What follows belongs to an exercise in optimizing a design on an open flow for small area and a short achievable clock period; a production flow would make more cautious choices. Only simulation tests tie the RTL to the original design; equivalence was not proved. Power and IR drop assume default switching activity.

==> flow/design.v (excerpt) <==
module atis_decoder (
    input  wire        clk,
    input  wire        rst,
    input  wire        sample_valid,
    input  wire [15:0] sample,
    output wire        id_valid,
    output wire [34:0] id_pairs,
    output wire [3:0]  id_len,
    output wire [79:0] id_text,
    output reg         locked,
    output wire        fault_ovf
);
    wire rst_q;
    wire locked_next;
    wire cls_bit_valid;
    wire cls_bit;
    atis_classifier u_classifier (
        .clk          (clk),
        .rst          (rst),
        .sample_valid (sample_valid),
        .sample       (sample),
        .rst_q        (rst_q),
        .bit_valid    (cls_bit_valid),
        .bit_out      (cls_bit)
    );
    atis_sync u_sync (
        .clk       (clk),
        .rst       (rst_q),
        .bit_valid (cls_bit_valid),
        .bit_in    (cls_bit),
        .locked    (),
        .locked_next (locked_next),
        .id_valid  (id_valid),
        .id_pairs  (id_pairs),
  ...
==> flow/config.mk <==
export PLATFORM = sky130hd
export DESIGN_NAME = atis_decoder
export DESIGN_NICKNAME = atis_decoder
export VERILOG_FILES = /design/flow/design.v
export SDC_FILE = /design/flow/constraint.sdc
export NUM_CORES = 4
export LEC_CHECK = 0
export CAP_MARGIN = 20
export CORE_MARGIN = 2
export CORE_UTILIZATION = 65
export CTS_CLUSTER_DIAMETER = 80
export CTS_CLUSTER_SIZE = 24
export SLEW_MARGIN = 20
export SYNTH_HIERARCHICAL = 1
export SYNTH_MINIMUM_KEEP_SIZE = 0
==> flow/constraint.sdc <==
create_clock -name core_clock -period 12.0 [get_ports {clk}]
set_input_delay 2.4000 -clock core_clock [delete_from_list [all_inputs] [get_ports {clk}]]
set_output_delay 2.4000 -clock core_clock [all_outputs]
set_load 0.01 [all_outputs]
standard.sh (not shown) runs the stock make flow with config.mk's settings and CLKGATE_MAP_FILE= SYNTH_SCRIPT=/design/flow/synth_recipe.tcl, a recipe that flattens the netlist after the stock synthesis.
==> flow/flow/run.sh <==
#!/bin/bash
# Own layout flow: the standard flow (standard.sh, unchanged synthesis,
# floorplan, power grid, placement, CTS and routing), with plain buffers
# instead of delay buffers on the ports, and timing repair asked for 8.5 ns
# of setup slack at the 12 ns clock. The full make output goes to
# standard.log; ORFS keeps each step's log under orfs/logs.
set -euo pipefail
export BUFFER_PORTS_ARGS="-buffer_cell sky130_fd_sc_hd__buf_2"
export SETUP_SLACK_MARGIN=8.5
bash standard.sh > standard.log 2>&1
Next try:
--- a/flow/config.mk
+++ b/flow/config.mk
@@ -7,6 +7,8 @@
 export LEC_CHECK = 0
 export CAP_MARGIN = 20
+export CELL_PAD_IN_SITES_DETAIL_PLACEMENT = 1
+export CELL_PAD_IN_SITES_GLOBAL_PLACEMENT = 1
 export CORE_MARGIN = 2
-export CORE_UTILIZATION = 65
+export CORE_UTILIZATION = 55
 export CTS_CLUSTER_DIAMETER = 80
 export CTS_CLUSTER_SIZE = 24
Setup slack gets worse by 0.024 ns.
Core utilization came out lower by 11 points.
Global-route usage came out lower by 1.5 points.
Routed wire length came out higher by 15%.
Worst hold slack gets worse by 0.0049 ns.
Sequential power came out higher by about 2%.

* * *

v6:
atis_decoder, a different RTL version from the one above (not shown whole).
Size in the first run: about 560 flip-flops, about 140 I/O pins.
clock: 12.0 ns
lec_check: 0
cap_margin: 20
core_margin: 2
core_utilization: 65
slew_margin: 20
synth_hierarchical: 1
synth_minimum_keep_size: 0
run.sh (not shown) runs the stock make flow with config.mk's settings and CLKGATE_MAP_FILE= SYNTH_SCRIPT=/design/flow/synth_recipe.tcl, a recipe that flattens the netlist after the stock synthesis.
Stock flow here: none of the scripts above is used.
The inputs of v7 differ from those of v6 as listed below.
==> flow/flow/run.sh (new file) <==
#!/bin/bash
# Own layout flow: the standard flow (standard.sh, unchanged synthesis,
# floorplan, power grid, placement, CTS and routing), with plain buffers
# instead of delay buffers on the ports. The full make output goes to
# standard.log; ORFS keeps each step's log under orfs/logs.
set -euo pipefail
export BUFFER_PORTS_ARGS="-buffer_cell sky130_fd_sc_hd__buf_2"
bash standard.sh > standard.log 2>&1
==> flow/standard.sh (new file) <==
#!/bin/bash
# synth_recipe.tcl (not shown) runs the flow's synth.tcl, then flattens the netlist and writes it again
# the make line also repeats each setting of config.mk as NAME=value (left out here)
make -C /OpenROAD-flow-scripts/flow DESIGN_CONFIG=/design/flow/config.mk WORK_HOME=/design/flow/orfs CLKGATE_MAP_FILE= SYNTH_SCRIPT=/design/flow/synth_recipe.tcl "${@:-finish}"
removed: flow/run.sh
==> summary.txt <==
Wire length of the first global-routing pass in v7 is about 1.7% below v6. What v6 reported for clock buffer instance count of the final layout has to be multiplied by 1.13 to get the figure for v7. Of v7 and v6, the higher worst hold slack belongs to v6. Changes observed in v7 relative to v6: placed wire-length estimate after detailed placement -1.4%; clock network fraction of design power moved up; design area moved down. There was hardly any difference in combinational cell fraction of total power between v6 and v7. The higher final setup slack of the worst path of v7 and v6 is in v6. v7 against v6; per-cell via count in the routed design is down slightly.

## separate check: timing with driven ports
Ports are ideal in the flow. The routed layouts listed here were re-timed in OpenROAD.
Step 1 sets driving cells, clkbuf_16 on the clock port and buf_2 on the other inputs (assumed; they add their load-dependent delay and slew).
Step 2, shift: input delay + t, output delay - t, t = (earliest + latest rising clock arrival at the registers) / 2. This alone moves slack from input paths to output paths.
Slacks: ideal ports / drivers / drivers and shift; pairs: ideal ports / drivers.
run	t, ns	slack for setup (ns)	slew at the worst register clock pin (ns)
the first run of note 1	0.675	8.339 / 8.271 / 8.418	0.10 / 0.10
the second run of note 1	0.689	8.315 / 8.244 / 8.325	0.10 / 0.10
v6	0.675	6.722 / 6.722 / 6.722	0.06 / 0.06
v7	0.678	6.676 / 6.676 / 6.676	0.07 / 0.07
After both steps every run listed still meets setup and hold.
